Background: an optimization exercise with open tools, aiming at small area. Do not read the settings as production practice. In this exercise RTL edits were held to simulation tests only and were not proved equivalent to the original. The flow treats the clock pin as an ideal source, which a real chip does not have. Power and IR drop assume default switching activity.

== red ==
==> flow/design.v (excerpt) <==
module pt6964_engine (
    input  wire        clk,
    input  wire        rst,
    input  wire [15:0] req,
    input  wire        req_valid,
    output wire        req_ready,
    output wire        rsp_valid,
    output wire [1:0]  rsp_status,
    output wire [15:0] rsp_data,
    output wire [3:0]  cs_n,
    output reg         sclk,
    output reg         mosi,
    input  wire        miso,
    input  wire [2:0]  obs_sel,
    output reg  [15:0] obs_data
);
    localparam [2:0] S_IDLE  = 3'd0;
    localparam [2:0] S_RESP  = 3'd1;
    localparam [2:0] S_BIDLE = 3'd2;    
    localparam [2:0] S_TX    = 3'd3;    
    localparam [2:0] S_WAIT  = 3'd4;    
    localparam [2:0] S_READ  = 3'd5;    
    localparam [2:0] S_CSHI  = 3'd6;    
    localparam [2:0] S_CLOSE = 3'd7;    
    localparam [1:0] K_NONE  = 2'd0;    
    localparam [1:0] K_BLD   = 2'd1;    
    localparam [1:0] K_KEY   = 2'd2;    
    localparam [1:0] K_RUN   = 2'd3;    
    localparam [6:0] Q0   = 7'b0010100;
    localparam [6:0] Q1   = 7'b0101000;   
    localparam [6:0] Q2   = 7'b1010001;   
  ...
export LEC_CHECK = 0
export ABC_AREA = 1
export CAP_MARGIN = 20
export CORE_MARGIN = 2
export CORE_UTILIZATION = 60
export SLEW_MARGIN = 20
create_clock -name core_clock -period 10.0 [get_ports {clk}]
standard.sh (not shown) runs the stock make flow with config.mk's settings and CLKGATE_MAP_FILE= SYNTH_SCRIPT=/design/flow/synth_recipe.tcl, a recipe that flattens the netlist after the stock synthesis.
==> flow/flow/run.sh <==
#!/bin/bash
# Layout flow: the standard ORFS flow (standard.sh) with
#  - synthesis mapping the combinational logic with an area-oriented ABC
#    script (flow/abc_min.script); registers are mapped as in standard synthesis
#  - sky130_fd_sc_hd__buf_1 as the port buffer on every input and output
#  - CTS with small clock buffers and no dummy loads
set -euo pipefail
W=$(pwd)
export FLOW_WORK=$W
sed "s|SYNTH_SCRIPT=[^ ]*|SYNTH_SCRIPT=$W/flow/synth_wrap.tcl|" standard.sh > std_custom.sh
export BUFFER_PORTS_ARGS="-buffer_cell sky130_fd_sc_hd__buf_1"
export CTS_ARGS="-sink_clustering_enable -repair_clock_nets -dont_use_dummy_load -buf_list sky130_fd_sc_hd__clkbuf_4"
export POST_CTS_TCL=$W/flow/post_cts.tcl
bash std_custom.sh > flow_make.log 2>&1
==> flow/flow/abc_s1a.script <==
strash
&get -n
&deepsyn -J 200 -T 600 -S 1
&put
&get -n
&nf -p -R 1000
&put
==> flow/flow/abc_s1b.script <==
strash
&get -n
&deepsyn -J 200 -T 600 -S 1
&put
dch -f
map -a
topo
==> flow/flow/abc_s2a.script <==
strash
&get -n
&deepsyn -J 200 -T 600 -S 2
&put
&get -n
&nf -p -R 1000
&put
==> flow/flow/abc_s2b.script <==
strash
&get -n
&deepsyn -J 200 -T 600 -S 2
&put
dch -f
map -a
topo
==> flow/flow/abc_s3a.script <==
strash
&get -n
&deepsyn -J 200 -T 600 -S 3
&put
&get -n
&nf -p -R 1000
&put
==> flow/flow/abc_s3b.script <==
strash
&get -n
&deepsyn -J 200 -T 600 -S 3
&put
dch -f
map -a
topo
==> flow/flow/abc_s4a.script <==
strash
&get -n
&deepsyn -J 200 -T 600 -S 4
&put
&get -n
&nf -p -R 1000
&put
==> flow/flow/abc_s4b.script <==
strash
&get -n
&deepsyn -J 200 -T 600 -S 4
&put
dch -f
map -a
topo
==> flow/flow/post_cts.tcl <==
# After CTS: a clock buffer that drives more than 8 clock sinks is resized
# from clkbuf_4 to clkbuf_8, to keep the flip-flop clock-pin slew low.
set block [ord::get_db_block]
foreach inst [$block getInsts] {
  if {[[$inst getMaster] getName] ne "sky130_fd_sc_hd__clkbuf_4"} { continue }
  set oterm [$inst findITerm X]
  if {$oterm eq "NULL"} { continue }
  set net [$oterm getNet]
  if {$net eq "NULL"} { continue }
  set fanout [expr {[llength [$net getITerms]] - 1}]
  if {$fanout > 8} {
    puts "post_cts: [$inst getName] drives $fanout pins, resized to clkbuf_8"
    replace_cell [get_cells [$inst getName]] sky130_fd_sc_hd__clkbuf_8
  }
}
estimate_parasitics -placement
Other scripts of this flow, unchanged in this note and not shown: flow/flow/synth_wrap.tcl
Relative to red, the following input files were edited for blue:
-- flow/flow/run.sh --
<<< red, line 10
sed "s|SYNTH_SCRIPT=[^ ]*|SYNTH_SCRIPT=$W/flow/synth_wrap.tcl|" standard.sh > std_custom.sh
export BUFFER_PORTS_ARGS="-buffer_cell sky130_fd_sc_hd__buf_1"
export CTS_ARGS="-sink_clustering_enable -repair_clock_nets -dont_use_dummy_load -buf_list sky130_fd_sc_hd__clkbuf_4"
export POST_CTS_TCL=$W/flow/post_cts.tcl
bash std_custom.sh > flow_make.log 2>&1
>>> blue, line 10
sed "s|SYNTH_SCRIPT=[^ ]*|SYNTH_SCRIPT=$W/flow/synth_wrap.tcl|" standard.sh > std_custom.sh
export BUFFER_PORTS_ARGS="-buffer_cell sky130_fd_sc_hd__buf_1"
export CTS_ARGS="-repair_clock_nets -dont_use_dummy_load -buf_list sky130_fd_sc_hd__clkbuf_4"
bash std_custom.sh > flow_make.log 2>&1
==> flow/flow/abc_s1.script (new file) <==
strash
&get -n
&deepsyn -T 25 -S 1
&put
&get -n
&nf -p -R 1000
&put
==> flow/flow/abc_s2.script (new file) <==
strash
&get -n
&deepsyn -T 25 -S 2
&put
&get -n
&nf -p -R 1000
&put
==> flow/flow/abc_s3.script (new file) <==
strash
&get -n
&deepsyn -T 25 -S 3
&put
&get -n
&nf -p -R 1000
&put
==> flow/flow/abc_s4.script (new file) <==
strash
&get -n
&deepsyn -T 25 -S 4
&put
&get -n
&nf -p -R 1000
&put
removed: flow/flow/abc_s1a.script
removed: flow/flow/abc_s1b.script
removed: flow/flow/abc_s2a.script
removed: flow/flow/abc_s2b.script
removed: flow/flow/abc_s3a.script
removed: flow/flow/abc_s3b.script
removed: flow/flow/abc_s4a.script
removed: flow/flow/abc_s4b.script
removed: flow/flow/post_cts.tcl
- On synthesized instance count: between blue and red, it ends up lower for red.
- Relative to red, the share of layout cells above drive strength 1 of blue is higher by 0.31 points.
- Compared with red, blue supports a higher clock frequency.
- Reported for blue and red, buffering stage count on the worst path with inverters included turned out identical to the last digit.
- Minimum clock period on blue is down relative to red.
- met3 layer usage reported by global route in blue is 0.47 points above red.
- Diff red..blue | area growth from synthesis to layout | negligible
- Looking at global routing met1 resource utilization, blue sits below red.
## Diff of input files: green against blue
- CORE_UTILIZATION now 75, was 60
- PLACE_DENSITY now 0.8, previously not set
-- flow/flow/run.sh --
<<< blue, line 10
sed "s|SYNTH_SCRIPT=[^ ]*|SYNTH_SCRIPT=$W/flow/synth_wrap.tcl|" standard.sh > std_custom.sh
export BUFFER_PORTS_ARGS="-buffer_cell sky130_fd_sc_hd__buf_1"
export CTS_ARGS="-repair_clock_nets -dont_use_dummy_load -buf_list sky130_fd_sc_hd__clkbuf_4"
bash std_custom.sh > flow_make.log 2>&1
>>> green, line 10
sed "s|SYNTH_SCRIPT=[^ ]*|SYNTH_SCRIPT=$W/flow/synth_wrap.tcl|" standard.sh > std_custom.sh
export BUFFER_PORTS_ARGS="-buffer_cell sky130_fd_sc_hd__buf_1"
export CTS_ARGS="-sink_clustering_enable -repair_clock_nets -dont_use_dummy_load -buf_list sky130_fd_sc_hd__clkbuf_4"
export POST_CTS_TCL=$W/flow/post_cts.tcl
bash std_custom.sh > flow_make.log 2>&1
==> flow/flow/abc_s3a.script (new file) <==
strash
&get -n
&deepsyn -J 200 -T 600 -S 3
&put
&get -n
&nf -p -R 1000
&put
==> flow/flow/post_cts.tcl (new file) <==
# After CTS: a clock buffer that drives more than 8 clock sinks is resized
# from clkbuf_4 to clkbuf_8, to keep the flip-flop clock-pin slew low.
set block [ord::get_db_block]
foreach inst [$block getInsts] {
  if {[[$inst getMaster] getName] ne "sky130_fd_sc_hd__clkbuf_4"} { continue }
  set oterm [$inst findITerm X]
  if {$oterm eq "NULL"} { continue }
  set net [$oterm getNet]
  if {$net eq "NULL"} { continue }
  set fanout [expr {[llength [$net getITerms]] - 1}]
  if {$fanout > 8} {
    puts "post_cts: [$inst getName] drives $fanout pins, resized to clkbuf_8"
    replace_cell [get_cells [$inst getName]] sky130_fd_sc_hd__clkbuf_8
  }
}
estimate_parasitics -placement
removed: flow/flow/abc_s1.script
removed: flow/flow/abc_s2.script
removed: flow/flow/abc_s3.script
removed: flow/flow/abc_s4.script
Notes after the runs:
blue: PASS, flow complete, no timing, DRC or antenna violations. green: no failed stages, no open violations at the end. Diff blue -> green | die area | decrease of 20%. Relative to blue, area added between synthesis and finish has decreased by 0.66 points in green. Between green and blue, the setup slack is higher for blue. Comparing green and blue, number of well taps is higher on blue. Summary: with blue as the reference, number of placement rows in green moved down by more than 10%.
For orange, these inputs were changed with respect to green:
- CAP_MARGIN changed from 20 to 0
- CORE_UTILIZATION changed from 75 to 60
- PLACE_DENSITY removed (was 0.8)
- SLEW_MARGIN changed from 20 to 0
--- outcome ---
Every stage of the flow completed for orange, and the final layout passed the timing, design-rule and antenna checks. met1 usage in global routing ended up 12 points lower on orange than on green. Between orange and green, the clock latency of the later-clocked register in the worst-skew pair does not differ in any meaningful way. Wire length: orange < green. orange: effective utilization at floorplan is 17 points lower than what green reported. | maximum frequency | orange vs green | ≈ equal |. orange vs. green: share of total power in combinational logic went down by 0.4 points.
Inputs modified between orange and purple:
- SLEW_MARGIN changed from 0 to 20
- CAP_MARGIN changed from 0 to 20
-- flow/flow/run.sh --
<<< orange, line 10
sed "s|SYNTH_SCRIPT=[^ ]*|SYNTH_SCRIPT=$W/flow/synth_wrap.tcl|" standard.sh > std_custom.sh
export BUFFER_PORTS_ARGS="-buffer_cell sky130_fd_sc_hd__buf_1"
export CTS_ARGS="-sink_clustering_enable -repair_clock_nets -dont_use_dummy_load -buf_list sky130_fd_sc_hd__clkbuf_4"
export POST_CTS_TCL=$W/flow/post_cts.tcl
bash std_custom.sh > flow_make.log 2>&1
>>> purple, line 10
sed "s|SYNTH_SCRIPT=[^ ]*|SYNTH_SCRIPT=$W/flow/synth_wrap.tcl|" standard.sh > std_custom.sh
export BUFFER_PORTS_ARGS="-buffer_cell sky130_fd_sc_hd__buf_1"
export CTS_ARGS="-sink_clustering_enable -repair_clock_nets -dont_use_dummy_load -sink_clustering_size 5 -buf_list sky130_fd_sc_hd__clkbuf_4"
bash std_custom.sh > flow_make.log 2>&1
==> flow/flow/abc_s1.script (new file) <==
strash
&get -n
&deepsyn -T 25 -S 1
&put
&get -n
&nf -p -R 1000
&put
==> flow/flow/abc_s2.script (new file) <==
strash
&get -n
&deepsyn -T 25 -S 2
&put
&get -n
&nf -p -R 1000
&put
==> flow/flow/abc_s3.script (new file) <==
strash
&get -n
&deepsyn -T 25 -S 3
&put
&get -n
&nf -p -R 1000
&put
==> flow/flow/abc_s4.script (new file) <==
strash
&get -n
&deepsyn -T 25 -S 4
&put
&get -n
&nf -p -R 1000
&put
removed: flow/flow/abc_s3a.script
removed: flow/flow/post_cts.tcl
### Flow results
In the final design statistics, purple uses more standard cells in total than orange.
Delta (purple minus orange): die area now larger; time the final worst path needs with I/O delays and setup now smaller; non-clock buffering overhead in the final layout now larger; worst hold slack now larger.
Starting density of the core for purple: 0.59 points up relative to orange
Delta (purple minus orange): fraction of the mapped netlist area in compound gates lower; overall power after layout grew by about 37%.
purple ended with less critical path's largest stage delay than orange.

-- static timing again, ports no longer ideal --
In the flow no input, the clock included, has a driving cell. The finished layouts below were timed again as built, in two steps. Step 1 sets driving cells, clkbuf_16 on the clock port and buf_2 on the other inputs (assumed; they add their load-dependent delay and slew). Step 2 also shifts input and output timing later by t, the mid clock arrival at the registers, as if the neighbouring blocks saw the same clock. a / b / c = ideal ports / drivers / drivers and shift; a / b = the first two.
| run | t, ns | slack for setup (ns) | hold WS [ns] |
|---|---|---|---|
| red | 0.421 | 4.322 / 4.294 / 4.294 | 0.463 / 0.463 / 0.463 |
| blue | 0.435 | 4.520 / 4.490 / 4.490 | 0.489 / 0.489 / 0.489 |
| green | 0.435 | 4.239 / 4.214 / 4.214 | 0.465 / 0.465 / 0.465 |
| orange | 0.446 | 4.231 / 4.205 / 4.205 | 0.465 / 0.465 / 0.465 |
| purple | 0.435 | 4.520 / 4.490 / 4.490 | 0.489 / 0.489 / 0.489 |
After both steps setup and hold are still met in every run listed.
